Source: an optimization exercise on an open RTL-to-GDS flow (aim: a short achievable clock period and few clock cycles). Production flows keep margins and buffers that such runs may drop.
Power is estimated from default activity; no workload was simulated.

Setup of juniper:
==> flow/design.v (excerpt) <==
module wh8_core (
    input  wire       clk,
    input  wire       rst,
    input  wire       disp_valid,
    output wire       disp_ready,
    input  wire [1:0] disp_seg,
    input  wire [7:0] disp_pc,
    input  wire [7:0] disp_acc,
    input  wire [7:0] disp_x,
    input  wire [7:0] disp_y,
    input  wire       disp_z,
    input  wire [7:0] disp_ir,
    input  wire [7:0] disp_quantum,
    output wire       mem_req,
    output wire       mem_we,
    output wire [9:0] mem_addr,
    output wire [7:0] mem_wdata,
    input  wire       mem_ack,
    input  wire [7:0] mem_rdata,
    output wire       ret_valid,
    output wire       done_valid,
    output wire [2:0] done_cause,
    output wire [7:0] r_pc,
    output wire [7:0] r_acc,
    output wire [7:0] r_x,
    output wire [7:0] r_y,
    output wire       r_z,
    output wire [7:0] r_ir,
    output reg        con_valid,
    output wire [7:0] con_data
);
Size: about 210 flip-flops, about 12000 µm² of cells after synthesis.
export LEC_CHECK = 0
export CAP_MARGIN = 20
export CORE_MARGIN = 2
export CORE_UTILIZATION = 40
export SETUP_SLACK_MARGIN = 3.0
export SLEW_MARGIN = 20
export DONT_USE_CELLS = sky130_fd_sc_hd__a2111o_1 sky130_fd_sc_hd__a2111o_2 sky130_fd_sc_hd__a2111o_4 sky130_fd_sc_hd__a2111oi_0 sky130_fd_sc_hd__a2111oi_1 sky130_fd_sc_hd__a2111oi_2 sky130_fd_sc_hd__a2111oi_4 sky130_fd_sc_hd__a221o_1 sky130_fd_sc_hd__a221o_2 sky130_fd_sc_hd__a221o_4 sky130_fd_sc_hd__a221oi_1 sky130_fd_sc_hd__a221oi_2 sky130_fd_sc_hd__a221oi_4 sky130_fd_sc_hd__a222oi_1 sky130_fd_sc_hd__a311o_1 sky130_fd_sc_hd__a311o_2 sky130_fd_sc_hd__a311o_4 sky130_fd_sc_hd__a311oi_1 sky130_fd_sc_hd__a311oi_2 sky130_fd_sc_hd__a311oi_4 sky130_fd_sc_hd__a32o_1 sky130_fd_sc_hd__a32o_2 sky130_fd_sc_hd__a32o_4 sky130_fd_sc_hd__a32oi_1 sky130_fd_sc_hd__a32oi_2 sky130_fd_sc_hd__a32oi_4 sky130_fd_sc_hd__a41o_1 sky130_fd_sc_hd__a41o_2 sky130_fd_sc_hd__a41o_4 sky130_fd_sc_hd__a41oi_1 sky130_fd_sc_hd__a41oi_2 sky130_fd_sc_hd__a41oi_4 sky130_fd_sc_hd__and4_1 sky130_fd_sc_hd__and4_2 sky130_fd_sc_hd__and4_4 sky130_fd_sc_hd__and4b_1 sky130_fd_sc_hd__and4b_2 sky130_fd_sc_hd__and4b_4 sky130_fd_sc_hd__and4bb_1 sky130_fd_sc_hd__and4bb_2 sky130_fd_sc_hd__and4bb_4 sky130_fd_sc_hd__nand4_1 sky130_fd_sc_hd__nand4_2 sky130_fd_sc_hd__nand4_4 sky130_fd_sc_hd__nand4b_1 sky130_fd_sc_hd__nand4b_2 sky130_fd_sc_hd__nand4b_4 sky130_fd_sc_hd__nand4bb_1 sky130_fd_sc_hd__nand4bb_2 sky130_fd_sc_hd__nand4bb_4 sky130_fd_sc_hd__nor3_1 sky130_fd_sc_hd__nor3_2 sky130_fd_sc_hd__nor3_4 sky130_fd_sc_hd__nor3b_1 sky130_fd_sc_hd__nor3b_2 sky130_fd_sc_hd__nor3b_4 sky130_fd_sc_hd__nor4_1 sky130_fd_sc_hd__nor4_2 sky130_fd_sc_hd__nor4_4 sky130_fd_sc_hd__nor4b_1 sky130_fd_sc_hd__nor4b_2 sky130_fd_sc_hd__nor4b_4 sky130_fd_sc_hd__nor4bb_1 sky130_fd_sc_hd__nor4bb_2 sky130_fd_sc_hd__nor4bb_4 sky130_fd_sc_hd__o2111a_1 sky130_fd_sc_hd__o2111a_2 sky130_fd_sc_hd__o2111a_4 sky130_fd_sc_hd__o2111ai_1 sky130_fd_sc_hd__o2111ai_2 sky130_fd_sc_hd__o2111ai_4 sky130_fd_sc_hd__o221a_1 sky130_fd_sc_hd__o221a_2 sky130_fd_sc_hd__o221a_4 sky130_fd_sc_hd__o221ai_1 sky130_fd_sc_hd__o221ai_2 sky130_fd_sc_hd__o221ai_4 sky130_fd_sc_hd__o311a_1 sky130_fd_sc_hd__o311a_2 sky130_fd_sc_hd__o311a_4 sky130_fd_sc_hd__o311ai_0 sky130_fd_sc_hd__o311ai_1 sky130_fd_sc_hd__o311ai_2 sky130_fd_sc_hd__o311ai_4 sky130_fd_sc_hd__o32a_1 sky130_fd_sc_hd__o32a_2 sky130_fd_sc_hd__o32a_4 sky130_fd_sc_hd__o32ai_1 sky130_fd_sc_hd__o32ai_2 sky130_fd_sc_hd__o32ai_4 sky130_fd_sc_hd__o41a_1 sky130_fd_sc_hd__o41a_2 sky130_fd_sc_hd__o41a_4 sky130_fd_sc_hd__o41ai_1 sky130_fd_sc_hd__o41ai_2 sky130_fd_sc_hd__o41ai_4 sky130_fd_sc_hd__or3_1 sky130_fd_sc_hd__or3_2 sky130_fd_sc_hd__or3_4 sky130_fd_sc_hd__or3b_1 sky130_fd_sc_hd__or3b_2 sky130_fd_sc_hd__or3b_4 sky130_fd_sc_hd__or4_1 sky130_fd_sc_hd__or4_2 sky130_fd_sc_hd__or4_4 sky130_fd_sc_hd__or4b_1 sky130_fd_sc_hd__or4b_2 sky130_fd_sc_hd__or4b_4 sky130_fd_sc_hd__or4bb_1 sky130_fd_sc_hd__or4bb_2 sky130_fd_sc_hd__or4bb_4 
create_clock -name core_clock -period 5.0 [get_ports {clk}]
standard.sh (not shown) runs the stock make flow with config.mk's settings and CLKGATE_MAP_FILE= SYNTH_SCRIPT=/design/flow/synth_recipe.tcl, a recipe that flattens the netlist after the stock synthesis.
==> flow/flow/run.sh <==
#!/bin/bash
# Layout flow: the standard flow (standard.sh), with slow many-input OR/NOR,
# AOI/OAI and AND4/NAND4 cells added to the platform's don't-use list so that
# synthesis maps the logic to faster cells. Flip-flop mapping is unchanged,
# so the registers are the standard synthesis's. Each tool's output is kept
# in orfs/logs/; make's own output goes to flow_make.log.
set -euo pipefail
here="$(pwd)"
cells="$(cat flow/dont_use.txt)"
printf '\nexport DONT_USE_CELLS = %s\n' "$cells" >> config.mk
bash standard.sh > "$here/flow_make.log" 2>&1
Other scripts of this flow, unchanged in this note and not shown: flow/flow/dont_use.txt
juniper finished end to end and its layout was clean on timing, DRC and antenna.
The following lists how zinc was set up differently from juniper:
--- a/flow/design.v
+++ b/flow/design.v
@@ -79,17 +79,16 @@
     reg       z;
     reg       x_is1, x_is2;    
     reg [1:0] seg;
     reg [7:0] qleft;      
     reg       q_is1, q_is2;    
     reg       qinf;       
     reg [7:0] addr;
     reg [7:0] addr1;      
-    reg       brf;        
     reg       a_ff;       
     reg [7:0] incv;       
     reg       i_two;      
     reg       i_bne, i_ldai, i_ldxi, i_ldyi;
     reg       i_lda, i_ldx, i_ldy, i_adc, i_cpx, i_sta, i_inc;
     reg [7:0] lo;
     reg [2:0] fcause_r;
     reg [1:0] d_h;
@@ -132,19 +131,20 @@
     wire d_adc  = (rd == OP_ADC);
     wire d_cpx  = (rd == OP_CPX);
     wire d_sta  = (rd == OP_STA);
     wire d_inc  = (rd == OP_INC);
     wire d_one  = d_bne | d_ldai | d_ldxi | d_ldyi;
     wire d_two  = d_lda | d_ldx | d_ldy | d_adc | d_cpx | d_sta | d_inc;
     wire d_args = d_one | d_two;
     wire rd_nz  = |rd;
-    wire [7:0] a1    = brf ? addr + 8'd1 : addr1;
-    wire [7:0] a2    = brf ? addr + 8'd2 : addr1 + 8'd1;
+    wire [7:0] addr2 = addr1 + 8'd1;
     wire [7:0] tgt   = addr1 + rd;
+    wire [8:0] tgt1w = {addr1, 1'b1} + {rd, 1'b1};
+    wire [7:0] tgt1  = tgt1w[8:1];
     wire       taken = i_bne & ~z;
     wire qlast   = ~qinf & (ret_r ? q_is2 : q_is1);
     wire f_go    = st_f & ack;
     wire retire  = (f_go & d_nop) | (st_a1 & ack & ~i_two) | (st_d & ack & ~i_inc) |
                    (st_w & ack) | (st_s0 & d_n1) | (st_s1 & ~s1_two) |
                    (st_s2 & ack & ~rd_nz);
     wire fault   = (f_go & ~(d_args | d_nop | (d_sys & (x_is1 | x_is2)))) |
                    (st_a2 & ack & rd_nz) | (st_s2 & ack & rd_nz & a_ff);
@@ -189,57 +189,56 @@
             done_r  <= st_fz | stop_q;
             con_valid <= st_s0 | st_s1 | (st_s2 & ack & rd_nz & ~a_ff);
         end
     end
     wire       tk      = st_a1 & taken;                     
     wire       fs2     = st_f & d_sys & x_is2;              
     wire       s2c     = st_s2 & rd_nz;                     
     wire       pc_en   = start | st_fz | st_f | st_a1 | st_a2;
-    wire [7:0] pc_e    = start ? disp_pc : st_fz ? 8'd0 : a1;
+    wire [7:0] pc_e    = start ? disp_pc : st_fz ? 8'd0 : addr1;
     wire [7:0] pc_d    = tk ? tgt : pc_e;
     wire       ir_en   = start | st_fz | st_f;
     wire [7:0] ir_d    = start ? disp_ir : st_fz ? 8'd0 : rd;
     wire       acc_en  = start | st_fz | (st_a1 & i_ldai) | (st_d & i_lda) | (st_d & i_adc & ack);
     wire [7:0] acc_sum = acc + rd;
     wire [7:0] acc_d   = (st_d & i_adc) ? acc_sum : start ? disp_acc : st_fz ? 8'd0 : rd;
     wire       x_en    = start | st_fz | (st_a1 & i_ldxi) | (st_d & i_ldx);
     wire [7:0] x_d     = start ? disp_x : st_fz ? 8'd0 : rd;
     wire       y_en    = start | st_fz | (st_a1 & i_ldyi) | (st_d & i_ldy);
     wire [7:0] y_d     = start ? disp_y : st_fz ? 8'd0 : rd;
     wire       z_en    = start | st_fz | (st_d & i_cpx);
     wire       z_d     = start ? disp_z : st_fz ? 1'b0 : (rd == x);
     wire       addr_en = start | (ack & (st_f | st_a1 | st_a2 | st_w | st_s2 | (st_d & ~i_inc)));
-    wire [7:0] addr_e  = start ? disp_pc : st_a2 ? lo : (st_f | st_a1) ? a1 : pc;
-    wire [7:0] addr_d  = tk ? tgt : (fs2 | s2c) ? (st_f ? y : a1) : addr_e;
-    wire [7:0] addr1_d = start ? disp_pc + 8'd1 : st_a2 ? lo + 8'd1 :
-                         fs2 ? y + 8'd1 : (st_f | st_a1 | s2c) ? a2 : pc + 8'd1;
+    wire [7:0] addr_e  = start ? disp_pc : st_a2 ? lo : (st_f | st_a1) ? addr1 : pc;
+    wire [7:0] addr_d  = tk ? tgt : (fs2 | s2c) ? (st_f ? y : addr1) : addr_e;
+    wire [7:0] addr1_e = start ? disp_pc + 8'd1 : st_a2 ? lo + 8'd1 : (st_f | st_a1) ? addr2 : pc + 8'd1;
+    wire [7:0] addr1_d = tk ? tgt1 : (fs2 | s2c) ? (st_f ? y + 8'd1 : addr2) : addr1_e;
     wire [7:0] oaddr_e = addr_en ? addr_e : (st_s0 | st_s1) ? pc : addr;
-    wire [7:0] oaddr_d = (ack & tk) ? tgt : (ack & (fs2 | s2c)) ? (st_f ? y : a1) : oaddr_e;
+    wire [7:0] oaddr_d = (ack & tk) ? tgt : (ack & (fs2 | s2c)) ? (st_f ? y : addr1) : oaddr_e;
     wire [1:0] seg_d   = start ? disp_seg : seg;
     wire [7:0] inc_d   = rd + 8'd1;
     wire       inc_now = st_d & ack & i_inc;
     wire [7:0] q_d     = start ? disp_quantum : qleft - 8'd1;
     always @(posedge clk) begin
         if (pc_en)  pc  <= pc_d;
         if (ir_en)  ir  <= ir_d;
         if (acc_en) acc <= acc_d;
         if (x_en) begin
             x     <= x_d;
             x_is1 <= (x_d == 8'd1);
             x_is2 <= (x_d == 8'd2);
         end
         if (y_en)   y   <= y_d;
         if (z_en)   z   <= z_d;
         if (start)  seg <= disp_seg;
+        addr1 <= addr_en ? addr1_d : addr + 8'd1;
         if (addr_en) begin
             addr  <= addr_d;
-            if (~tk) addr1 <= addr1_d;
-            brf   <= tk;
-            a_ff  <= st_f ? (y == 8'hFF) : (a1 == 8'hFF);
+            a_ff  <= st_f ? (y == 8'hFF) : (addr1 == 8'hFF);
         end
         if (st_d & i_inc) incv <= inc_d;
         if (start | ret_r) begin
             qleft <= q_d;
             q_is1 <= start ? (disp_quantum == 8'd1) : (qleft == 8'd2);
             q_is2 <= start ? (disp_quantum == 8'd2) : (qleft == 8'd3);
         end
         if (start) qinf <= (disp_quantum == 8'd0);
Findings:
- Relative to juniper, final cycle utilization of the critical path increased by 1.4 points in zinc.
- zinc vs. juniper: part of the power in registers has decreased; number of post-CTS setup repair buffers has increased; data required time at the worst endpoint has increased; unique cell type count in the Yosys netlist has decreased.
- zinc: detailed route wirelength on metal2 is 2.5 mm lower than what juniper reported.
- Taking juniper over zinc, the via count ratio works out to 1.05.
- Looking at inverter count, zinc sits 11% lower than juniper does.
- zinc: row count 1 below juniper
- Via count of the first global-routing pass is lower on zinc
- juniper went all the way through the flow, and no timing, DRC or antenna check failed.
- The final layout from zinc, which completed every stage, passed the timing, design-rule and antenna checks at the end of the flow.
No run of this note included a check of the RTL's function; only the layout flow was run.

==> separate check: timing with driven ports <==
How much do the figures lean on ideal ports? The routed layouts below were timed once more, with nothing changed but the port constraints. Step 1 assumes that a clkbuf_16 drives the clock port and a buf_2 every other input. Step 2 moves the port delays by t, midway between the first and last clock arrival at a register: inputs arrive t later, outputs are due t later. That takes back most of the time a late clock gives input paths. Slacks: ideal / step 1 / step 2; pairs: ideal / step 1.
| run | shift t [ns] | setup slack, ns | worst setup path after step 2 | slew at the worst register clock pin (ns) |
|---|---|---|---|---|
| juniper | 0.590 | 2.746 / 2.759 / 2.169 | input to register | 0.06 / 0.06 |
| zinc | 0.572 | 2.675 / 2.688 / 2.116 | input to register | 0.06 / 0.06 |
After both steps setup and hold are still met in every run listed. The setup slack of juniper, which loses most, moves by +0.013 ns with the drivers and by -0.577 ns with both steps.
